What follows belongs to an exercise in optimizing a design on an open flow for small area and a short achievable clock period; a production flow would make more cautious choices.
Where RTL was checked, it was by simulation tests only, not by an equivalence proof against the original.
Power is estimated from default activity; no workload was simulated.

==> flow/design.v <==
module scp_crc8_byte (
    input  wire [7:0] acc,
    input  wire [7:0] data,
    output reg  [7:0] next
);
    integer i;
    always @(*) begin
        next = acc ^ data;
        for (i = 0; i < 8; i = i + 1)
            next = next[0] ? ((next >> 1) ^ 8'h8C) : (next >> 1);
    end
endmodule
module scp_crc16_byte (
    input  wire [15:0] acc,
    input  wire [7:0]  data,
    output reg  [15:0] next
);
    integer i;
    always @(*) begin
        next = acc ^ {8'h00, data};
        for (i = 0; i < 8; i = i + 1)
            next = next[0] ? ((next >> 1) ^ 16'h8408) : (next >> 1);
    end
endmodule
module scp_rx #(
    parameter BUF_BYTES = 64
) (
    input  wire                   clk,
    input  wire                   rst,
    input  wire [7:0]             cfg_sof,
    input  wire                   cfg_dup_suppress,
    input  wire [15:0]            cfg_max_dlen,
    input  wire [7:0]             cfg_prev_seq_reset,
    input  wire [63:0]            cfg_sub_ids,
    input  wire [3:0]             cfg_sub_en,
    input  wire                   in_valid,
    input  wire [7:0]             in_byte,
    input  wire                   abort,
    output reg                    ev_valid,
    output reg  [2:0]             ev_code,
    output wire [15:0]            ev_cmd,
    output wire [15:0]            ev_dlen,
    output wire [8*BUF_BYTES-1:0] ev_payload
);
    localparam [2:0] EV_NONE = 3'd0, EV_BAD_SOF = 3'd1, EV_DLEN_OVERFLOW = 3'd2,
                     EV_CRC8_MISMATCH = 3'd3, EV_CRC16_MISMATCH = 3'd4,
                     EV_DUPLICATE = 3'd5, EV_UNKNOWN_CMD = 3'd6, EV_DISPATCH = 3'd7;
    reg st_sof, st_dlen0, st_dlen1, st_seq, st_crc8, st_cmd0, st_cmd1, st_data,
        st_c16a, st_c16b;
    reg [6:0]  rx_dlen;         
    reg        rx_dlen_big;     
    reg [7:0]  rx_prev_seq;
    reg        rx_abandon;
    reg [15:0] rx_cmd;
    reg        rx_sub;          
    reg        rx_c16_lo_ok;    
    reg [7:0]  rx_row_n;        
    reg [7:0]  rx_col_n;        
    reg [6:0]  rx_rem;          
    reg        rx_last;         
    reg [7:0]  rx_c8_acc;
    reg [15:0] rx_c16_acc;
    reg [7:0]  rx_buf [0:BUF_BYTES-1];
    assign ev_cmd  = rx_cmd;
    assign ev_dlen = {9'd0, rx_dlen};
    genvar g;
    generate
        for (g = 0; g < BUF_BYTES; g = g + 1) begin : g_payload
            assign ev_payload[8*g +: 8] = rx_buf[g];
        end
    endgenerate
    wire [7:0]  c8_fed;
    wire [15:0] c16_fed;
    scp_crc8_byte  u_c8  (.acc(st_sof ? 8'hFF : rx_c8_acc),     .data(in_byte), .next(c8_fed));
    scp_crc16_byte u_c16 (.acc(st_sof ? 16'hFFFF : rx_c16_acc), .data(in_byte), .next(c16_fed));
    wire take      = in_valid;
    wire is_sof    = (in_byte == cfg_sof);
    wire dlen_big  = rx_dlen_big || (in_byte != 8'd0);
    wire c8_ok     = (in_byte == rx_c8_acc);
    wire c16_ok    = rx_c16_lo_ok && (in_byte == rx_c16_acc[15:8]);
    reg subscribed;
    integer k;
    always @(*) begin
        subscribed = 1'b0;
        for (k = 0; k < 4; k = k + 1)
            if (cfg_sub_en[k] && cfg_sub_ids[16*k +: 16] == rx_cmd)
                subscribed = 1'b1;
    end
    integer b;
    always @(posedge clk) begin
        for (b = 0; b < BUF_BYTES; b = b + 1)
            if (!rx_row_n[b / 8] && !rx_col_n[b % 8])
                rx_buf[b] <= in_byte;
    end
    always @(posedge clk) begin
        rx_sub <= subscribed;
        if (take) begin
            rx_c8_acc <= c8_fed;
            if (!(st_c16a || st_c16b))
                rx_c16_acc <= c16_fed;
        end
        if (take && st_dlen0) begin
            rx_dlen     <= in_byte[6:0];
            rx_dlen_big <= (in_byte > 8'd64) ||
                           (cfg_max_dlen[15:8] == 8'd0 && in_byte > cfg_max_dlen[7:0]);
        end
        if (take && st_seq)
            rx_abandon <= cfg_dup_suppress && (in_byte == rx_prev_seq);
        if (take && st_cmd0) rx_cmd[7:0]  <= in_byte;
        if (take && st_cmd1) rx_cmd[15:8] <= in_byte;
        if (take && st_c16a) rx_c16_lo_ok <= (in_byte == rx_c16_acc[7:0]);
        if (take && st_cmd1) begin
            rx_row_n <= 8'hFE;
            rx_col_n <= 8'hFE;
            rx_rem   <= rx_dlen;
            rx_last  <= (rx_dlen == 7'd1);
        end else if (take && st_data) begin
            rx_col_n <= {rx_col_n[6:0], rx_col_n[7]};
            if (!rx_col_n[7])
                rx_row_n <= {rx_row_n[6:0], 1'b1};
            rx_rem   <= rx_rem - 7'd1;
            rx_last  <= (rx_rem == 7'd2);
        end
        if (rst) begin
            rx_prev_seq <= cfg_prev_seq_reset;
        end else if (take && st_seq && cfg_dup_suppress) begin
            rx_prev_seq <= in_byte;
        end
        if (rst) begin
            {st_sof, st_dlen0, st_dlen1, st_seq, st_crc8, st_cmd0, st_cmd1, st_data,
             st_c16a, st_c16b} <= 10'b1000000000;
            ev_valid <= 1'b0;
        end else begin
            ev_valid <= take;
            if (abort) begin
                {st_sof, st_dlen0, st_dlen1, st_seq, st_crc8, st_cmd0, st_cmd1, st_data,
                 st_c16a, st_c16b} <= 10'b1000000000;
            end else if (take) begin
                st_sof   <= (st_sof && !is_sof) || (st_dlen1 && dlen_big) ||
                            (st_crc8 && !c8_ok) || st_c16b;
                st_dlen0 <= st_sof && is_sof;
                st_dlen1 <= st_dlen0;
                st_seq   <= st_dlen1 && !dlen_big;
                st_crc8  <= st_seq;
                st_cmd0  <= st_crc8 && c8_ok;
                st_cmd1  <= st_cmd0;
                st_data  <= (st_cmd1 && rx_dlen != 7'd0) || (st_data && !rx_last);
                st_c16a  <= (st_cmd1 && rx_dlen == 7'd0) || (st_data && rx_last);
                st_c16b  <= st_c16a;
            end
        end
        if (st_sof && !is_sof)
            ev_code <= EV_BAD_SOF;
        else if (st_dlen1 && dlen_big)
            ev_code <= EV_DLEN_OVERFLOW;
        else if (st_crc8 && !c8_ok)
            ev_code <= EV_CRC8_MISMATCH;
        else if (st_c16b)
            ev_code <= !c16_ok    ? EV_CRC16_MISMATCH :
                       rx_abandon ? EV_DUPLICATE :
                       !rx_sub    ? EV_UNKNOWN_CMD : EV_DISPATCH;
        else
            ev_code <= EV_NONE;
    end
endmodule
clock: 5.0 ns
lec_check: 0
cap_margin: 10
core_margin: 2
core_utilization: 60
setup_slack_margin: 2.7
slew_margin: 10
standard.sh (not shown) runs the stock make flow with config.mk's settings and CLKGATE_MAP_FILE= SYNTH_SCRIPT=/design/flow/synth_recipe.tcl, a recipe that flattens the netlist after the stock synthesis.
==> flow/flow/run.sh <==
#!/bin/bash
# The standard ORFS layout (the standard.sh), with the port buffers that
# global placement inserts made sky130_fd_sc_hd__buf_1 instead of the delay
# buffer buffer_ports picks by itself. Every input and output port still gets
# its buffer; nothing else in the flow changes.
set -euo pipefail
export BUFFER_PORTS_ARGS="-buffer_cell sky130_fd_sc_hd__buf_1"
export CTS_ARGS="-sink_clustering_enable -repair_clock_nets -dont_use_dummy_load -sink_clustering_size 30 -sink_clustering_max_diameter 80 -buf_list {sky130_fd_sc_hd__clkbuf_8 sky130_fd_sc_hd__clkbuf_16}"
bash standard.sh > orfs_make.log 2>&1
==> next run, changes <==
--- a/flow/design.v
+++ b/flow/design.v
@@ -52,11 +52,16 @@
     reg [7:0]  rx_prev_seq;
     reg        rx_abandon;
     reg [15:0] rx_cmd;
     reg        rx_sub;          
+    reg [3:0]  wr_sub_lo;       
     reg        rx_c16_lo_ok;    
-    reg [7:0]  rx_row_n;        
-    reg [7:0]  rx_col_n;        
+    reg [7:0]  wr_byte;         
+    reg        wr_data;         
+    reg        wr_cmd0;         
+    reg        wr_cmd1;         
+    reg [7:0]  wr_row_n;        
+    reg [7:0]  wr_col_n;        
     reg [6:0]  rx_rem;          
     reg        rx_last;         
     reg [7:0]  rx_c8_acc;
     reg [15:0] rx_c16_acc;
@@ -77,24 +82,37 @@
     wire is_sof    = (in_byte == cfg_sof);
     wire dlen_big  = rx_dlen_big || (in_byte != 8'd0);
     wire c8_ok     = (in_byte == rx_c8_acc);
     wire c16_ok    = rx_c16_lo_ok && (in_byte == rx_c16_acc[15:8]);
-    reg subscribed;
+    reg [3:0] sub_lo_match, sub_hi_match;
     integer k;
     always @(*) begin
-        subscribed = 1'b0;
-        for (k = 0; k < 4; k = k + 1)
-            if (cfg_sub_en[k] && cfg_sub_ids[16*k +: 16] == rx_cmd)
-                subscribed = 1'b1;
+        for (k = 0; k < 4; k = k + 1) begin
+            sub_lo_match[k] = cfg_sub_en[k] && (wr_byte == cfg_sub_ids[16*k +: 8]);
+            sub_hi_match[k] = wr_sub_lo[k] && (wr_byte == cfg_sub_ids[16*k+8 +: 8]);
+        end
     end
     integer b;
     always @(posedge clk) begin
         for (b = 0; b < BUF_BYTES; b = b + 1)
-            if (!rx_row_n[b / 8] && !rx_col_n[b % 8])
-                rx_buf[b] <= in_byte;
+            if (!wr_row_n[b / 8] && !wr_col_n[b % 8])
+                rx_buf[b] <= wr_byte;
     end
     always @(posedge clk) begin
-        rx_sub <= subscribed;
+        wr_byte <= in_byte;
+        wr_data <= take && st_data;
+        wr_cmd0 <= take && st_cmd0;
+        wr_cmd1 <= take && st_cmd1;
+        if (wr_cmd0) wr_sub_lo <= sub_lo_match;
+        if (wr_cmd1) rx_sub    <= |sub_hi_match;
+        if (take && st_cmd1) begin
+            wr_row_n <= 8'hFE;
+            wr_col_n <= 8'hFE;
+        end else if (wr_data) begin
+            wr_col_n <= {wr_col_n[6:0], wr_col_n[7]};
+            if (!wr_col_n[7])
+                wr_row_n <= {wr_row_n[6:0], 1'b1};
+        end
         if (take) begin
             rx_c8_acc <= c8_fed;
             if (!(st_c16a || st_c16b))
                 rx_c16_acc <= c16_fed;
@@ -109,16 +127,11 @@
         if (take && st_cmd0) rx_cmd[7:0]  <= in_byte;
         if (take && st_cmd1) rx_cmd[15:8] <= in_byte;
         if (take && st_c16a) rx_c16_lo_ok <= (in_byte == rx_c16_acc[7:0]);
         if (take && st_cmd1) begin
-            rx_row_n <= 8'hFE;
-            rx_col_n <= 8'hFE;
             rx_rem   <= rx_dlen;
             rx_last  <= (rx_dlen == 7'd1);
         end else if (take && st_data) begin
-            rx_col_n <= {rx_col_n[6:0], rx_col_n[7]};
-            if (!rx_col_n[7])
-                rx_row_n <= {rx_row_n[6:0], 1'b1};
             rx_rem   <= rx_rem - 7'd1;
             rx_last  <= (rx_rem == 7'd2);
         end
         if (rst) begin
After rerunning: Routed wire length decreases by 1.7%. Combinational power decreases by 50%. Design area increases by 1.1%. Via count decreases by 0.77%. Count of clock-buffer cells in the layout increases by 1. Maximum frequency decreases by 0.32%. Final cell count is about the same. Utilization decreases by 0.96 points. Clock skew increases by 0.0097 ns.
Only the layout flow was run in the second run of this note; the RTL was not checked for function there.

-- what the ideal ports hide --
Ports are ideal in the flow. The routed layouts listed here were re-timed in OpenROAD.
Step 1: set_driving_cell puts a clkbuf_16 on clk and a buf_2 on each other input, an assumption about the parent block.
Step 2 moves the port delays by t, midway between the first and last clock arrival at a register: inputs arrive t later, outputs are due t later. That takes back most of the time a late clock gives input paths.
Slacks: no drivers / after step 1 / after step 2; pairs: no drivers / after step 1.
| run | t, ns | setup WS [ns] | hold WS [ns] | worst setup path at the end | cell pins on the clock port's net |
|---|---|---|---|---|---|
| the first run | 0.594 | 2.761 / 2.707 / 2.201 | 0.471 / 0.471 / 0.471 | input to register | 1 |
| the second run | 0.614 | 2.753 / 2.698 / 2.232 | 0.447 / 0.447 / 0.447 | input to register | 1 |
After both steps setup and hold are still met in every run listed. For the first run, which loses most, drivers alone change the setup slack by -0.054 ns; drivers and shift together by -0.560 ns.
